Source: an optimization exercise on an open RTL-to-GDS flow (aim: small area, a short achievable clock period and few clock cycles). Production flows keep margins and buffers that such runs may drop. The RTL was checked by simulation tests, not by an equivalence proof against the original design.

==> inputs of job 1861 <==
==> flow/design.v (excerpt) <==
module pct_powmod #(
    parameter W = 128
) (
    input  wire         clk,
    input  wire         rst,         
    input  wire         start,       
    input  wire         base_neg,
    input  wire [W-1:0] base,
    input  wire         exp_neg,
    input  wire [W-1:0] expo,
    input  wire         mod_neg,
    input  wire [W-1:0] modulus,
    output wire         ready,
    output reg          done,        
    output wire [W-1:0] result,
    output reg          err
);
make LEC_CHECK=0 CAP_MARGIN=20 CORE_MARGIN=2 CORE_UTILIZATION=35 SETUP_SLACK_MARGIN=5 SLEW_MARGIN=20 finish   # period 11.0 ns
run.sh (not shown) runs the stock make flow with config.mk's settings and CLKGATE_MAP_FILE= SYNTH_SCRIPT=/design/flow/synth_recipe.tcl, a recipe that flattens the netlist after the stock synthesis.
==> job 6514 (differences from job 1861) <==
--- a/flow/design.v
+++ b/flow/design.v
@@ -37,12 +37,14 @@
     reg [6:0]    sh;                 
     reg [W-1:0]  e_r;                
     reg [7:0]    ecnt;               
     reg [W:0]    bm;                 
     reg [W:0]    res;                
     reg [RW-1:0] s_r, c_r;           
+    reg          first;              
+    reg          sgn;                
     reg [2:0]    qp;                 
     reg          dg1, dg2;           
     reg [8:0]    pos;                
     assign ready  = (state == S_IDLE);
     assign result = res[W-1:0];
     wire [XW-1:0] bext = {{(XW-W-1){res[W]}}, res};
@@ -187,16 +189,18 @@
         input [2:0] q;
         input [2:0] vp2, vp1, vz, vm1, vm2;
         pickq = q[1] ? (q[0] ? vp2 : vm2) : q[2] ? (q[0] ? vp1 : vm1) : vz;
     endfunction
     wire [XW-1:0] a1b  = dg1 ? bext : {XW{1'b0}};
     wire [XW-1:0] mq0  = mq2f(qp, m_r);
-    wire [XW-1:0] u_s  = csa_s({s_r, 1'b0}, {c_r, 1'b0}, mq0);
-    wire [XW-1:0] u_c  = csa_c({s_r, 1'b0}, {c_r, 1'b0}, mq0) | {{(XW-2){1'b0}}, qp[0], 1'b0};
-    wire [XW-1:0] x1_s = csa_s(u_s, u_c, a1b);
-    wire [XW-1:0] x1_c = csa_c(u_s, u_c, a1b);
+    wire [RW-1:0] xs_in = first ? (sgn ? ~bext[RW-1:0] : {RW{1'b0}}) : s_r;
+    wire [RW-1:0] xc_in = first ? {{(RW-1){1'b0}}, sgn} : c_r;
+    wire [XW-1:0] u_s  = csa_s({xs_in, 1'b0}, {xc_in, 1'b0}, a1b);
+    wire [XW-1:0] u_c  = csa_c({xs_in, 1'b0}, {xc_in, 1'b0}, a1b);
+    wire [XW-1:0] x1_s = csa_s(u_s, u_c, mq0);
+    wire [XW-1:0] x1_c = csa_c(u_s, u_c, mq0) | {{(XW-2){1'b0}}, qp[0], 1'b0};
     wire [2:0]    q1r  = qof(x1_s, x1_c, dc);
     wire [2:0]    q1   = fix ? {!copy, 1'b0, !copy && !res[W]} : q1r;
     wire [XW-1:0] a2b  = dg2 ? bext : {XW{1'b0}};
     wire [XW-1:0] y2_s = csa_s({x1_s[XW-2:0], 1'b0}, {x1_c[XW-2:0], 1'b0}, a2b);
     wire [XW-1:0] y2_c = csa_c({x1_s[XW-2:0], 1'b0}, {x1_c[XW-2:0], 1'b0}, a2b);
     wire [XW-1:0] mq1  = mq2f(q1, m_r);
@@ -254,33 +258,30 @@
     wire [8:0]    lim  = bred ? 9'd0 - {2'b00, sh} : {2'b00, sh};
     wire [8:0]    p0   = bred ? (sh[0] ? 9'd1 : 9'd0) : (sh[0] ? 9'd127 : 9'd128);
     wire          idig1 = dsel(p0, bred, opa);
     wire          idig2 = dsel(p0 - 9'd1, bred, opa);
     wire          nxt_mul = (mode == MD_SQR) && e_r[W-1];
     wire [W:0]    a_new  = nxt_mul ? bm : half;
-    wire [RW-1:0] hext   = {{(RW-W-1){half[W]}}, half};
     wire          sgn_n  = a_new[W];
     wire          ndig1  = sh[0] ? a_new[W-1] : a_new[W];
     wire          ndig2  = sh[0] ? a_new[W-2] : a_new[W-1];
     wire          nxt_fix = uns || (!nxt_mul && ((bred ? ecnt : ecnt_m1) == 8'd0));
     wire in_err = (fl_bn && res != 0) || (fl_en && e_r != 0) || fl_mn || m_r == 0;
     always @(posedge clk) begin
-        if (state == S_RUN || state == S_FIXR) begin
-            s_r <= x2_s[RW-1:0];
-            c_r <= x2_c[RW-1:0];
-        end else if (state == S_CPA && !nxt_fix && sgn_n) begin
-            s_r <= ~hext;
-            c_r <= {{(RW-1){1'b0}}, 1'b1};
-        end else begin
-            s_r <= {RW{1'b0}};
-            c_r <= {RW{1'b0}};
-        end
+        s_r <= x2_s[RW-1:0];
+        c_r <= x2_c[RW-1:0];
         if (rst) begin
             state <= S_IDLE;
             done  <= 1'b0;
             err   <= 1'b0;
+            first <= 1'b1;
+            sgn   <= 1'b0;
+            dg1   <= 1'b0;
+            dg2   <= 1'b0;
+            qp    <= 3'b000;
+            fix   <= 1'b0;
         end else begin
             done <= 1'b0;
             case (state)
             S_IDLE: begin
                 if (start) begin
                     m_r   <= modulus;
@@ -328,19 +329,22 @@
                 end
             end
             S_INIT: begin
                 dg1   <= idig1;
                 dg2   <= idig2;
                 qp    <= 3'b000;
+                first <= 1'b1;
+                sgn   <= 1'b0;
                 pos   <= p0 - 9'd2;
                 state <= S_RUN;
             end
             S_RUN: begin
-                dg1 <= dig1;
-                dg2 <= dig2;
-                qp  <= q2;
+                dg1   <= dig1;
+                dg2   <= dig2;
+                qp    <= q2;
+                first <= 1'b0;
                 pos <= pos - 9'd2;
                 if (pos == lim - 9'd2)
                     state <= S_CPA;
             end
             S_CPA: begin
                 res <= half;
@@ -350,26 +354,30 @@
                     e_r  <= e_r << 1;
                     ecnt <= ecnt_m1;
                 end
                 mode <= nxt_mul ? MD_MUL : MD_SQR;
                 asel <= nxt_mul;
                 qp   <= 3'b000;
+                first <= 1'b1;
                 if (nxt_fix) begin
                     dg1   <= 1'b1;
                     dg2   <= 1'b0;
+                    sgn   <= 1'b0;
                     fix   <= 1'b1;
                     state <= S_FIXR;
                 end else begin
                     dg1   <= ndig1;
                     dg2   <= ndig2;
+                    sgn   <= sgn_n;
                     pos   <= (sh[0] ? 9'd127 : 9'd128) - 9'd2;
                     state <= S_RUN;
                 end
             end
             S_FIXR: begin
                 fix   <= 1'b0;
+                dg1   <= 1'b0;
                 state <= S_FIXC;
             end
             S_FIXC: begin
                 if (copy) begin
                     bm    <= half;
                     copy  <= 1'b0;
@@ -380,12 +388,13 @@
                     if (uns || sh == 7'd0) begin
                         done  <= 1'b1;
                         state <= S_IDLE;
                     end else begin
                         copy  <= 1'b1;
                         fix   <= 1'b1;
+                        dg1   <= 1'b1;
                         state <= S_FIXR;
                     end
                 end
             end
             S_ONE: begin
                 res   <= half;               
==> flow/flow/run.sh (new file) <==
#!/bin/bash
set -euo pipefail
export SETUP_SLACK_MARGIN=6
export BUFFER_PORTS_ARGS="-buffer_cell sky130_fd_sc_hd__buf_1"
export ADDER_MAP_FILE=
bash standard.sh > standard.log 2>&1
==> flow/standard.sh (new file) <==
#!/bin/bash
# synth_recipe.tcl (not shown) runs the flow's synth.tcl, then flattens the netlist and writes it again
# the make line also repeats each setting of config.mk as NAME=value (left out here)
make -C /OpenROAD-flow-scripts/flow DESIGN_CONFIG=/design/flow/config.mk WORK_HOME=/design/flow/orfs CLKGATE_MAP_FILE= SYNTH_SCRIPT=/design/flow/synth_recipe.tcl "${@:-finish}"
==> flow/config.mk (replaced) <==
export PLATFORM = sky130hd
export DESIGN_NAME = pct_powmod
export DESIGN_NICKNAME = pct_powmod
export VERILOG_FILES = /design/flow/design.v
export SDC_FILE = /design/flow/constraint.sdc
export NUM_CORES = 4
export LEC_CHECK = 0
export CAP_MARGIN = 20
export CORE_MARGIN = 2
export CORE_UTILIZATION = 50
export CTS_BUF_LIST = sky130_fd_sc_hd__clkbuf_8
export PLACE_DENSITY = 0.7
export SLEW_MARGIN = 20
removed: flow/run.sh
==> job 2722 (differences from job 1861) <==
--- a/flow/design.v
+++ b/flow/design.v
@@ -37,12 +37,14 @@
     reg [6:0]    sh;                 
     reg [W-1:0]  e_r;                
     reg [7:0]    ecnt;               
     reg [W:0]    bm;                 
     reg [W:0]    res;                
     reg [RW-1:0] s_r, c_r;           
+    reg          first;              
+    reg          sgn;                
     reg [2:0]    qp;                 
     reg          dg1, dg2;           
     reg [8:0]    pos;                
     assign ready  = (state == S_IDLE);
     assign result = res[W-1:0];
     wire [XW-1:0] bext = {{(XW-W-1){res[W]}}, res};
@@ -187,16 +189,18 @@
         input [2:0] q;
         input [2:0] vp2, vp1, vz, vm1, vm2;
         pickq = q[1] ? (q[0] ? vp2 : vm2) : q[2] ? (q[0] ? vp1 : vm1) : vz;
     endfunction
     wire [XW-1:0] a1b  = dg1 ? bext : {XW{1'b0}};
     wire [XW-1:0] mq0  = mq2f(qp, m_r);
-    wire [XW-1:0] u_s  = csa_s({s_r, 1'b0}, {c_r, 1'b0}, mq0);
-    wire [XW-1:0] u_c  = csa_c({s_r, 1'b0}, {c_r, 1'b0}, mq0) | {{(XW-2){1'b0}}, qp[0], 1'b0};
-    wire [XW-1:0] x1_s = csa_s(u_s, u_c, a1b);
-    wire [XW-1:0] x1_c = csa_c(u_s, u_c, a1b);
+    wire [RW-1:0] xs_in = first ? (sgn ? ~bext[RW-1:0] : {RW{1'b0}}) : s_r;
+    wire [RW-1:0] xc_in = first ? {{(RW-1){1'b0}}, sgn} : c_r;
+    wire [XW-1:0] u_s  = csa_s({xs_in, 1'b0}, {xc_in, 1'b0}, a1b);
+    wire [XW-1:0] u_c  = csa_c({xs_in, 1'b0}, {xc_in, 1'b0}, a1b);
+    wire [XW-1:0] x1_s = csa_s(u_s, u_c, mq0);
+    wire [XW-1:0] x1_c = csa_c(u_s, u_c, mq0) | {{(XW-2){1'b0}}, qp[0], 1'b0};
     wire [2:0]    q1r  = qof(x1_s, x1_c, dc);
     wire [2:0]    q1   = fix ? {!copy, 1'b0, !copy && !res[W]} : q1r;
     wire [XW-1:0] a2b  = dg2 ? bext : {XW{1'b0}};
     wire [XW-1:0] y2_s = csa_s({x1_s[XW-2:0], 1'b0}, {x1_c[XW-2:0], 1'b0}, a2b);
     wire [XW-1:0] y2_c = csa_c({x1_s[XW-2:0], 1'b0}, {x1_c[XW-2:0], 1'b0}, a2b);
     wire [XW-1:0] mq1  = mq2f(q1, m_r);
@@ -254,33 +258,30 @@
     wire [8:0]    lim  = bred ? 9'd0 - {2'b00, sh} : {2'b00, sh};
     wire [8:0]    p0   = bred ? (sh[0] ? 9'd1 : 9'd0) : (sh[0] ? 9'd127 : 9'd128);
     wire          idig1 = dsel(p0, bred, opa);
     wire          idig2 = dsel(p0 - 9'd1, bred, opa);
     wire          nxt_mul = (mode == MD_SQR) && e_r[W-1];
     wire [W:0]    a_new  = nxt_mul ? bm : half;
-    wire [RW-1:0] hext   = {{(RW-W-1){half[W]}}, half};
     wire          sgn_n  = a_new[W];
     wire          ndig1  = sh[0] ? a_new[W-1] : a_new[W];
     wire          ndig2  = sh[0] ? a_new[W-2] : a_new[W-1];
     wire          nxt_fix = uns || (!nxt_mul && ((bred ? ecnt : ecnt_m1) == 8'd0));
     wire in_err = (fl_bn && res != 0) || (fl_en && e_r != 0) || fl_mn || m_r == 0;
     always @(posedge clk) begin
-        if (state == S_RUN || state == S_FIXR) begin
-            s_r <= x2_s[RW-1:0];
-            c_r <= x2_c[RW-1:0];
-        end else if (state == S_CPA && !nxt_fix && sgn_n) begin
-            s_r <= ~hext;
-            c_r <= {{(RW-1){1'b0}}, 1'b1};
-        end else begin
-            s_r <= {RW{1'b0}};
-            c_r <= {RW{1'b0}};
-        end
+        s_r <= x2_s[RW-1:0];
+        c_r <= x2_c[RW-1:0];
         if (rst) begin
             state <= S_IDLE;
             done  <= 1'b0;
             err   <= 1'b0;
+            first <= 1'b1;
+            sgn   <= 1'b0;
+            dg1   <= 1'b0;
+            dg2   <= 1'b0;
+            qp    <= 3'b000;
+            fix   <= 1'b0;
         end else begin
             done <= 1'b0;
             case (state)
             S_IDLE: begin
                 if (start) begin
                     m_r   <= modulus;
@@ -328,19 +329,22 @@
                 end
             end
             S_INIT: begin
                 dg1   <= idig1;
                 dg2   <= idig2;
                 qp    <= 3'b000;
+                first <= 1'b1;
+                sgn   <= 1'b0;
                 pos   <= p0 - 9'd2;
                 state <= S_RUN;
             end
             S_RUN: begin
-                dg1 <= dig1;
-                dg2 <= dig2;
-                qp  <= q2;
+                dg1   <= dig1;
+                dg2   <= dig2;
+                qp    <= q2;
+                first <= 1'b0;
                 pos <= pos - 9'd2;
                 if (pos == lim - 9'd2)
                     state <= S_CPA;
             end
             S_CPA: begin
                 res <= half;
@@ -350,26 +354,30 @@
                     e_r  <= e_r << 1;
                     ecnt <= ecnt_m1;
                 end
                 mode <= nxt_mul ? MD_MUL : MD_SQR;
                 asel <= nxt_mul;
                 qp   <= 3'b000;
+                first <= 1'b1;
                 if (nxt_fix) begin
                     dg1   <= 1'b1;
                     dg2   <= 1'b0;
+                    sgn   <= 1'b0;
                     fix   <= 1'b1;
                     state <= S_FIXR;
                 end else begin
                     dg1   <= ndig1;
                     dg2   <= ndig2;
+                    sgn   <= sgn_n;
                     pos   <= (sh[0] ? 9'd127 : 9'd128) - 9'd2;
                     state <= S_RUN;
                 end
             end
             S_FIXR: begin
                 fix   <= 1'b0;
+                dg1   <= 1'b0;
                 state <= S_FIXC;
             end
             S_FIXC: begin
                 if (copy) begin
                     bm    <= half;
                     copy  <= 1'b0;
@@ -380,12 +388,13 @@
                     if (uns || sh == 7'd0) begin
                         done  <= 1'b1;
                         state <= S_IDLE;
                     end else begin
                         copy  <= 1'b1;
                         fix   <= 1'b1;
+                        dg1   <= 1'b1;
                         state <= S_FIXR;
                     end
                 end
             end
             S_ONE: begin
                 res   <= half;               
==> flow/flow/run.sh (new file) <==
#!/bin/bash
set -euo pipefail
export SETUP_SLACK_MARGIN=6
export BUFFER_PORTS_ARGS="-buffer_cell sky130_fd_sc_hd__buf_1"
bash standard.sh > standard.log 2>&1
==> flow/standard.sh (new file) <==
#!/bin/bash
# synth_recipe.tcl (not shown) runs the flow's synth.tcl, then flattens the netlist and writes it again
# the make line also repeats each setting of config.mk as NAME=value (left out here)
make -C /OpenROAD-flow-scripts/flow DESIGN_CONFIG=/design/flow/config.mk WORK_HOME=/design/flow/orfs CLKGATE_MAP_FILE= SYNTH_SCRIPT=/design/flow/synth_recipe.tcl "${@:-finish}"
==> flow/config.mk (replaced) <==
export PLATFORM = sky130hd
export DESIGN_NAME = pct_powmod
export DESIGN_NICKNAME = pct_powmod
export VERILOG_FILES = /design/flow/design.v
export SDC_FILE = /design/flow/constraint.sdc
export NUM_CORES = 4
export LEC_CHECK = 0
export CAP_MARGIN = 20
export CORE_MARGIN = 2
export CORE_UTILIZATION = 50
export CTS_BUF_LIST = sky130_fd_sc_hd__clkbuf_8
export PLACE_DENSITY = 0.7
export SLEW_MARGIN = 20
removed: flow/run.sh
==> summary.txt <==
Placed design
  • Placed Cells: between 9000 and 10000

Setup path
  • Largest stage delay, worst path: ~0.48 ns
  • Crit path max-delay cell type: maj3_1

Outcome
  • Status: finished clean

Synth
  • Fraction of the mapped netlist area in adder cells: 0.0612

GRT
  • First-pass GRT wire length: ~350000 um

Final layout
  • Finished Layout Cells: ~9500

Routing
  • Post-DR vias/cell: 6.24
[end of results for job 6514]
==> summary.txt <==
Outcome
  • Status: finished clean

Synth
  • Mux cell area share after synthesis: 0.0696
  • Fraction of the mapped netlist area in adder cells: 0.227

Die
  • Core area: 178000 um2

Final layout
  • Finished Layout Cells: between 8000 and 9000

Routing
  • Post-DR vias/cell: ~5.7

Setup path
  • Crit path max-delay cell type: ha_1
  • Largest stage delay, worst path: between 0.8 and 0.9 ns

GRT
  • First-pass GRT wire length: between 300000 and 400000 um
[end of results for job 1861]
==> summary.txt <==
Outcome
  • Status: finished clean

GRT
  • First-pass GRT wire length: ~330000 um

Final layout
  • Finished Layout Cells: between 8000 and 9000

Routing
  • Post-DR vias/cell: around 6.3

Setup path
  • Largest stage delay, worst path: ~0.78 ns
  • Crit path max-delay cell type: edfxtp_1

Placed design
  • Placed Cells: between 7000 and 8000
[end of results for job 2722]
Testbench counts of job 1861, summed over its fixed seeds: cycles 1,014,592.
Testbench counts of job 6514, summed over its fixed seeds: cycles 1,014,592.
Testbench counts of job 2722, summed over its fixed seeds: cycles 1,014,592.

## static timing again, ports no longer ideal
How much do the figures lean on ideal ports? The routed layouts below were timed once more, with nothing changed but the port constraints.
Step 1, drivers: a clkbuf_16 drives clk and a buf_2 each remaining input, both assumed.
Step 2 adds t to the input delays and takes it off the output delays; t is the mean of the earliest and latest rising clock arrival at the registers after step 1. Input paths then give back, and output paths get back, about the clock's delay inside the block.
Slacks: ideal / step 1 / step 2; pairs: ideal / step 1.
run | shift t [ns] | setup WS [ns] | worst data-port slew with drivers (ns) | cell pins on the clock port's net
job 1861 | 0.819 | 5.103 / 5.103 / 5.103 | 0.23 | 1
job 6514 | 1.002 | 6.022 / 6.022 / 6.022 | 0.17 | 1
job 2722 | 0.983 | 5.911 / 5.911 / 5.911 | 0.11 | 1
After both steps every run listed still meets setup and hold.
